This design comes from an exercise in tuning for small area, a short achievable clock period and few clock cycles on the open sky130 flow, not from production work. The RTL was checked by simulation tests, not by an equivalence proof against the original design. No activity file was given, so power comes from the tool's default toggle rates.

## design/flow/run.sh

```bash
#!/bin/bash
# synth_recipe.tcl (not shown) runs the flow's synth.tcl, then flattens the netlist and writes it again
# the make line also repeats each setting of config.mk as NAME=value (left out here)
make -C /OpenROAD-flow-scripts/flow DESIGN_CONFIG=/design/flow/config.mk WORK_HOME=/design/flow/orfs CLKGATE_MAP_FILE= SYNTH_SCRIPT=/design/flow/synth_recipe.tcl finish
```

## design/flow/design.v

```verilog
module fpu64 (
  input             clk,
  input             rst,         
  input             in_valid,
  output            in_ready,
  input      [1:0]  in_op,       
  input      [63:0] in_a,
  input      [63:0] in_b,
  output reg        out_valid,
  output reg [63:0] out_result
);
  localparam OP_ADD = 2'd0, OP_SUB = 2'd1, OP_MUL = 2'd2, OP_DIV = 2'd3;
  localparam S_IDLE   = 3'd0,
             S_UNPACK = 3'd1,
             S_ALIGN  = 3'd2,
             S_ADD    = 3'd3,
             S_MUL    = 3'd4,
             S_DIV    = 3'd5,
             S_NORM   = 3'd6,
             S_ROUND  = 3'd7;
  localparam [63:0] QNAN = 64'h7FF8000000000000;
  reg [2:0]  state;
  reg [1:0]  op;
  reg [63:0] a_r, b_r;
  assign in_ready = (state == S_IDLE);
  wire        sa     = a_r[63];
  wire        sb     = b_r[63];
  wire        sb_eff = b_r[63] ^ (op == OP_SUB);
  wire [10:0] ea     = a_r[62:52];
  wire [10:0] eb     = b_r[62:52];
  wire [51:0] fa     = a_r[51:0];
  wire [51:0] fb     = b_r[51:0];
  wire a_zero = (ea == 11'd0)    && (fa == 52'd0);
  wire b_zero = (eb == 11'd0)    && (fb == 52'd0);
  wire a_inf  = (ea == 11'd2047) && (fa == 52'd0);
  wire b_inf  = (eb == 11'd2047) && (fb == 52'd0);
  wire a_nan  = (ea == 11'd2047) && (fa != 52'd0);
  wire b_nan  = (eb == 11'd2047) && (fb != 52'd0);
  wire [52:0] ma0 = {ea != 11'd0, fa};
  wire [52:0] mb0 = {eb != 11'd0, fb};
  reg [5:0] lza, lzb;
  integer i;
  always @* begin
    lza = 6'd0;
    for (i = 0; i <= 52; i = i + 1)
      if (ma0[i]) lza = 6'd52 - i[5:0];
    lzb = 6'd0;
    for (i = 0; i <= 52; i = i + 1)
      if (mb0[i]) lzb = 6'd52 - i[5:0];
  end
  wire [52:0]        ma_n = ma0 << lza;
  wire [52:0]        mb_n = mb0 << lzb;
  wire signed [13:0] Ea_n = ((ea == 11'd0) ? 14'sd1 : $signed({3'b000, ea})) - $signed({8'd0, lza});
  wire signed [13:0] Eb_n = ((eb == 11'd0) ? 14'sd1 : $signed({3'b000, eb})) - $signed({8'd0, lzb});
  reg        spec;
  reg [63:0] spec_val;
  always @* begin
    spec     = 1'b1;
    spec_val = 64'd0;
    case (op)
      OP_ADD, OP_SUB: begin
        if (a_nan || b_nan)          spec_val = QNAN;
        else if (a_inf && b_inf)     spec_val = (sa == sb_eff) ? {sa, 11'h7FF, 52'd0} : QNAN;
        else if (a_inf)              spec_val = {sa, 11'h7FF, 52'd0};
        else if (b_inf)              spec_val = {sb_eff, 11'h7FF, 52'd0};
        else if (a_zero && b_zero)   spec_val = {sa & sb_eff, 63'd0};
        else if (a_zero)             spec_val = {sb_eff, b_r[62:0]};
        else if (b_zero)             spec_val = a_r;
        else                         spec     = 1'b0;
      end
      OP_MUL: begin
        if (a_nan || b_nan)                          spec_val = QNAN;
        else if ((a_inf && b_zero) || (a_zero && b_inf)) spec_val = QNAN;
        else if (a_inf || b_inf)                     spec_val = {sa ^ sb, 11'h7FF, 52'd0};
        else if (a_zero || b_zero)                   spec_val = {sa ^ sb, 63'd0};
        else                                         spec     = 1'b0;
      end
      default: begin  
        if (a_nan || b_nan)                          spec_val = QNAN;
        else if ((a_zero && b_zero) || (a_inf && b_inf)) spec_val = QNAN;
        else if (a_inf || b_zero)                    spec_val = {sa ^ sb, 11'h7FF, 52'd0};
        else if (a_zero || b_inf)                    spec_val = {sa ^ sb, 63'd0};
        else                                         spec     = 1'b0;
      end
    endcase
  end
  reg               sgn;           
  reg               s_a, s_b;      
  reg        [52:0] ma, mb;        
  reg signed [13:0] Ea, Eb;
  reg signed [13:0] X;             
  reg        [63:0] m_big, m_small;
  reg               sub_eff;
  reg        [63:0] m_sum;
  reg       [105:0] prod;          
  reg        [63:0] quo;           
  reg        [54:0] rem;           
  reg         [6:0] cnt;
  wire              a_ge    = (Ea > Eb) || ((Ea == Eb) && (ma >= mb));
  wire signed [13:0] e_diff = a_ge ? (Ea - Eb) : (Eb - Ea);
  wire       [63:0] big64   = {1'b0, (a_ge ? ma : mb), 10'd0};
  wire       [63:0] sml64   = {1'b0, (a_ge ? mb : ma), 10'd0};
  reg        [63:0] sml_sh;
  reg               sml_stk;
  always @* begin
    if (e_diff >= 14'sd64) begin
      sml_sh  = 64'd0;
      sml_stk = 1'b1;
    end else begin
      sml_sh  = sml64 >> e_diff[5:0];
      sml_stk = |(sml64 & ~(64'hFFFFFFFFFFFFFFFF << e_diff[5:0]));
    end
  end
  wire [53:0] mul_sum  = {1'b0, prod[105:53]} + (prod[0] ? {1'b0, ma} : 54'd0);
  wire        div_ge   = (rem >= {2'b00, mb});
  wire [54:0] div_next = div_ge ? (rem - {2'b00, mb}) : rem;
  reg [63:0] m_pre;
  always @* begin
    case (op)
      OP_MUL:  m_pre = {prod[105:43], prod[42] | (|prod[41:0])};
      OP_DIV:  m_pre = {quo[63:1], quo[0] | (rem != 55'd0)};
      default: m_pre = m_sum;
    endcase
  end
  reg [6:0] lzm;
  always @* begin
    lzm = 7'd0;
    for (i = 0; i <= 63; i = i + 1)
      if (m_pre[i]) lzm = 7'd63 - i[6:0];
  end
  wire        [63:0] m_shl  = m_pre << lzm;
  wire signed [13:0] be_pre = X - $signed({7'd0, lzm}) + 14'sd1086;
  wire signed [13:0] dn_sh  = 14'sd1 - be_pre;
  reg         [63:0] m_nrm;
  reg  signed [13:0] be_nrm;
  always @* begin
    if (be_pre >= 14'sd1) begin
      m_nrm  = m_shl;
      be_nrm = be_pre;
    end else begin
      be_nrm = 14'sd1;
      if (dn_sh >= 14'sd64)
        m_nrm = {63'd0, |m_shl};
      else
        m_nrm = (m_shl >> dn_sh[5:0]) |
                {63'd0, |(m_shl & ~(64'hFFFFFFFFFFFFFFFF << dn_sh[5:0]))};
    end
  end
  reg        [63:0] m_r;
  reg signed [13:0] be_r;
  wire [52:0]        rn_n   = m_r[63:11];
  wire               rn_g   = m_r[10];
  wire               rn_s   = |m_r[9:0];
  wire               rn_up  = rn_g & (rn_s | rn_n[0]);
  wire [53:0]        rn_sum = {1'b0, rn_n} + {53'd0, rn_up};
  wire [52:0]        rn_m   = rn_sum[53] ? rn_sum[53:1] : rn_sum[52:0];
  wire signed [13:0] rn_e   = rn_sum[53] ? (be_r + 14'sd1) : be_r;
  reg  [63:0]        rn_val;
  always @* begin
    if (rn_e >= 14'sd2047)
      rn_val = {sgn, 11'h7FF, 52'd0};
    else if (rn_m[52])
      rn_val = {sgn, rn_e[10:0], rn_m[51:0]};
    else
      rn_val = {sgn, 11'd0, rn_m[51:0]};
  end
  always @(posedge clk) begin
    if (rst) begin
      state     <= S_IDLE;
      out_valid <= 1'b0;
    end else begin
      out_valid <= 1'b0;
      case (state)
        S_IDLE: begin
          if (in_valid) begin
            op    <= in_op;
            a_r   <= in_a;
            b_r   <= in_b;
            state <= S_UNPACK;
          end
        end
        S_UNPACK: begin
          ma  <= ma_n;
          mb  <= mb_n;
          Ea  <= Ea_n;
          Eb  <= Eb_n;
          s_a <= sa;
          s_b <= sb_eff;
          cnt <= 7'd0;
          if (spec) begin
            out_result <= spec_val;
            out_valid  <= 1'b1;
            state      <= S_IDLE;
          end else begin
            case (op)
              OP_MUL: begin
                sgn   <= sa ^ sb;
                X     <= Ea_n + Eb_n - 14'sd2108;
                prod  <= {53'd0, mb_n};
                state <= S_MUL;
              end
              OP_DIV: begin
                sgn   <= sa ^ sb;
                X     <= Ea_n - Eb_n - 14'sd63;
                rem   <= {2'b00, ma_n};
                quo   <= 64'd0;
                state <= S_DIV;
              end
              default: state <= S_ALIGN;
            endcase
          end
        end
        S_ALIGN: begin
          sgn     <= a_ge ? s_a : s_b;
          sub_eff <= (s_a != s_b);
          X       <= (a_ge ? Ea : Eb) - 14'sd1085;
          m_big   <= big64;
          m_small <= sml_sh | {63'd0, sml_stk};
          state   <= S_ADD;
        end
        S_ADD: begin
          m_sum <= sub_eff ? (m_big - m_small) : (m_big + m_small);
          state <= S_NORM;
        end
        S_MUL: begin
          prod <= {mul_sum, prod[52:1]};
          cnt  <= cnt + 7'd1;
          if (cnt == 7'd52) state <= S_NORM;
        end
        S_DIV: begin
          quo <= {quo[62:0], div_ge};
          rem <= {div_next[53:0], 1'b0};
          cnt <= cnt + 7'd1;
          if (cnt == 7'd63) state <= S_NORM;
        end
        S_NORM: begin
          if (m_pre == 64'd0) begin
            out_result <= 64'd0;
            out_valid  <= 1'b1;
            state      <= S_IDLE;
          end else begin
            m_r   <= m_nrm;
            be_r  <= be_nrm;
            state <= S_ROUND;
          end
        end
        S_ROUND: begin
          out_result <= rn_val;
          out_valid  <= 1'b1;
          state      <= S_IDLE;
        end
        default: state <= S_IDLE;
      endcase
    end
  end
endmodule
```

## design/flow/constraint.sdc

```tcl
create_clock -name core_clock -period 10.0 [get_ports {clk}]
set_input_delay 2.0000 -clock core_clock [delete_from_list [all_inputs] [get_ports {clk}]]
set_output_delay 2.0000 -clock core_clock [all_outputs]
set_load 0.01 [all_outputs]
```

## design/flow/config.mk

```make
export PLATFORM = sky130hd
export DESIGN_NAME = fpu64
export DESIGN_NICKNAME = fpu64
export VERILOG_FILES = /design/flow/design.v
export SDC_FILE = /design/flow/constraint.sdc
export NUM_CORES = 4
export LEC_CHECK = 0
export CAP_MARGIN = 20
export CORE_MARGIN = 2
export CORE_UTILIZATION = 30
export SLEW_MARGIN = 20
```

==> impl_metrics.ini <==
[grt]
gr-usage-all-layers = 0.277
grt_pass1_vias = 67087
antenna_found_initial = 16
grt_max_degree = 193
gr-total-overflow = 0
grt_pass1_wl_mm = 508

[worst_hold_path]
hold-path-endpoint = prod[1]
hold_path_class = reg2reg
worstHoldStart = prod[2]
holdPathStages = 2

[route]
vias = 72553
antenna_left = 0
drcViolationCount = 0
drt_first_pass_iters = 9
routed_wl_mm = 363
routedWlPerCell_um = 30.7
viasPerCell = 6.13
drt_iter0_drc = 10394

[finish]
fin_cells = 11839
mostFrequentLayoutCell = nor2_1
drive_gt1_frac = 0.0924
fillers = 25361
synthToLayoutAreaGrowth_pct = 12.5
nNetsFinal = 8954
final_cell_mix = 925 x nor2_1, 832 x edfxtp_1, 736 x nand2_1

[clock_tree]
post_cts_buffers = 0
cts_tree = yes
clkSlewWorstSetupHoldPaths_ns = 0.09
ctsResizeCount = 0
clock_path_buffers = 3
cts.sinks = 836
hold_buffers = 0
clk_latency_ns = 0.79
htree_levels = 3
root_buffer = clkbuf_16
numCtsBuffers = 99

[pwr]
swShare = 0.514
p_sw_uw = 11800
leakagePower_uw = 0.0317
intPower_uw = 11200
clkPwrFrac = 0.163
power_frac_seq = 0.223
combPwrFrac = 0.614
vdd_drop_max_mv = 0.213
powerDensity_nw_per_um2 = 275

[critical_path]
cp.required_ns = 10.48
start_kind = flip-flop
r2r_slack_ns = 1.19
cp-end-kind = flip-flop
crit-reg2reg-capture = m_r[0]
path_max_fanout = 53
cp_slowest_cell = nor4_1
critical-path-top-delay-family = simple AND/OR/NAND/NOR gates
worst_path_most_repeated_cell = nand4_1
cpPeakStageDelay_ns = 0.75
cp.arrival_ns = 9.29
crit_type = reg2reg
r2r_cells = 28
r2r_start = rem[2]
cp.buffers_inverters = 4

[synthesis]
ys_ff_latch = 836
seq_area_frac_synth = 0.337
yosysWarnings = 1
synth.avg_cell_area_um2 = 8.82
async_reset_ff_frac = 0
synth_top_cell_by_area = edfxtp_1
syn-cell-area_um2 = 74400
synth_top_area_frac = 0.336
synth-main-ff-cell = edfxtp_1
syn-instance-count = 8437
ys_top_cells_by_area = edfxtp_1 34%, ha_1 6.3%, mux2i_1 6.1%
ys_types = 127
synth_edf_count = 832

[outcome]
status = finished clean

[timing]
slew_violations = 0
hold_viol = 0
setup_tns_ns = 0
skew_ns = 0.0881
rsz0062_at_grt = false
setup_viol = 0
worstMarginPinSlew_ns = 1.24
fin_crit_ns = 8.81
fmax_ghz = 0.113
post-route-period-util = 0.881
relSlewSlack = 0.172

[place]
place_hpwl_mm = 285
gp_congestion = 1.03
numPlacedInstances = 11645
portBuffers = 198

[run]
max-cap-violations = 0

[floorplan]
ios = 199
dieWidth_um = 502
die_area_um2 = 252000
fp.dieH_um = 502
rows = 182
core_um2 = 246000
start_util = 0.302
cells by family (layout without fill, tap and decap cells):
group / after synthesis / after routing / synth area share
mux: 708 / 708 / 0.117
flops: 836 / 836 / 0.337
xor+xnor: 284 / 284 / 0.0334
fa+ha+maj: 386 / 386 / 0.0657
buf+inv: 884 / 966 / 0.0483
compound gates: 2497 / 2497 / 0.220
other cells: 2 / 10 / 0.000101
simple gates: 2840 / 2840 / 0.178
flip-flops by register name, indices dropped and copies added, names as in the netlist, 2 cells and up:
register	flops
m_r	64
X	14
Ea	12
b_r	64
state	3
prod	106
m_big	53
Eb	12
cnt	7
out_result	64
be_r	14
m_sum	64
m_small	63
op	2
a_r	64
mb	53
ma	53
quo	64
rem	55
layer usage:
metal | up-vias | track usage | part of all wire
li1 | 31776 | - | -
met4 | 12 | 0.128 | 0.054
met3 | 810 | 0.0533 | 0.094
met1 | 35626 | 0.378 | 0.42
met2 | 4329 | 0.421 | 0.43
met5 | - | 0 | 0.00020
worst register-to-register path, delay by kind of cell (launching register included):
kind	cells	cell delay [ns]
buffers and inverters	4	0.60
AO/OA/AOI/OAI	8	1.88
flip-flops	1	0.48
AND/OR/NAND/NOR	12	4.11
XOR/XNOR	2	0.68
adder cells (fa/ha/maj)	2	0.75
per-stage QoR:
stage | cell area (um2) | utilization | total power, uW | hold slack [ns] | setup WS (ns)
final | 83700 | 0.340 | 23000 | 0.552 | 1.19
after global routing | 83700 | 0.340 | 23800 | 0.580 | 0.769
after floorplan | 74400 | - | 13300 | 0.475 | 0.956
after CTS | 83600 | 0.340 | 22500 | 0.550 | 1.28
after detailed placement | 80300 | 0.326 | 18700 | 0.546 | 1.19
after global placement | 80300 | 0.326 | 18800 | 0.528 | 1.41
power groups by stage:
| stage | registers, uW | logic [uW] | clock network (uW) |
|---|---|---|---|
| 5_1_grt | 5140 | 14700 | 3920 |
| 2_1_floorplan | 4920 | 8340 | 0 |
| 6_report | 5140 | 14100 | 3750 |
| 3_3_place_gp | 5180 | 13600 | 0 |
| 4_1_cts | 5110 | 13600 | 3800 |
| 3_5_place_dp | 5180 | 13500 | 0 |
worst max-delay path by stage:
stage | startpoint | endpoint | depth (start not counted)
global route | rem[2] | m_r[0] | 28
detailed placement | op[0] | m_r[0] | 28
finish | rem[2] | m_r[0] | 28
floorplan | rst | m_sum[0] | 2
CTS | op[0] | m_r[0] | 28
global placement | rem[2] | m_r[0] | 28
cell type report:
| class | count | area [um2] | share of cell area |
|---|---|---|---|
| multi-input cells | 6718 | 46100 | 0.550 |
| clock buffers | 125 | 2670 | 0.0319 |
| clock inverters | 60 | 657 | 0.00785 |
| flip-flops and latches | 836 | 25100 | 0.300 |
| inverters | 370 | 1400 | 0.0167 |
| repair buffers | 411 | 3680 | 0.0439 |
| diodes | 7 | 17.5 | 0.000209 |
| well taps | 3312 | 4140 | 0.0495 |
synthesized netlist by cell type (61+ instances only):
cell type  count
a21oi_1      644
mux4_2       106
buf_1         72
ha_1         377
nor3_1       235
inv_1        360
o21a_1        67
a211oi_1     130
and2_1       131
o211ai_1     130
o22ai_1      146
a22oi_1       83
a21o_1       160
xnor2_1      179
nand3_1      202
a31oi_1       68
o21bai_1      61
o31ai_1       69
xor2_1       105
nand4_1       81
edfxtp_1     832
clkbuf_1     371
and3_1       131
nor4_1        82
nand2b_1      68
mux2i_1      452
nand2_1      741
o21ai_0      480
mux2_2       128
nor2_1       933
Testbench counts, summed over its fixed seeds: cycles 399,269.

## what the ideal ports hide
The flow's constraints put no driver on any port. The routed layout listed below was extracted and timed again, unchanged, in two steps. Step 1, drivers: a clkbuf_16 drives clk and a buf_2 each remaining input, both assumed. Step 2 also shifts input and output timing later by t, the mid clock arrival at the registers, as if the neighbouring blocks saw the same clock. Three values: ideal ports, drivers, drivers and shift; two values: the first two.
t (ns): 0.839
setup WS [ns]: 1.189 / 1.189 / 1.189
hold WS [ns]: 0.552 / 0.552 / 0.552
worst setup path at the end: register to register
After both steps setup and hold are still met in this run. For this run, drivers alone change the setup slack by 0.000 ns; drivers and shift together by 0.000 ns.
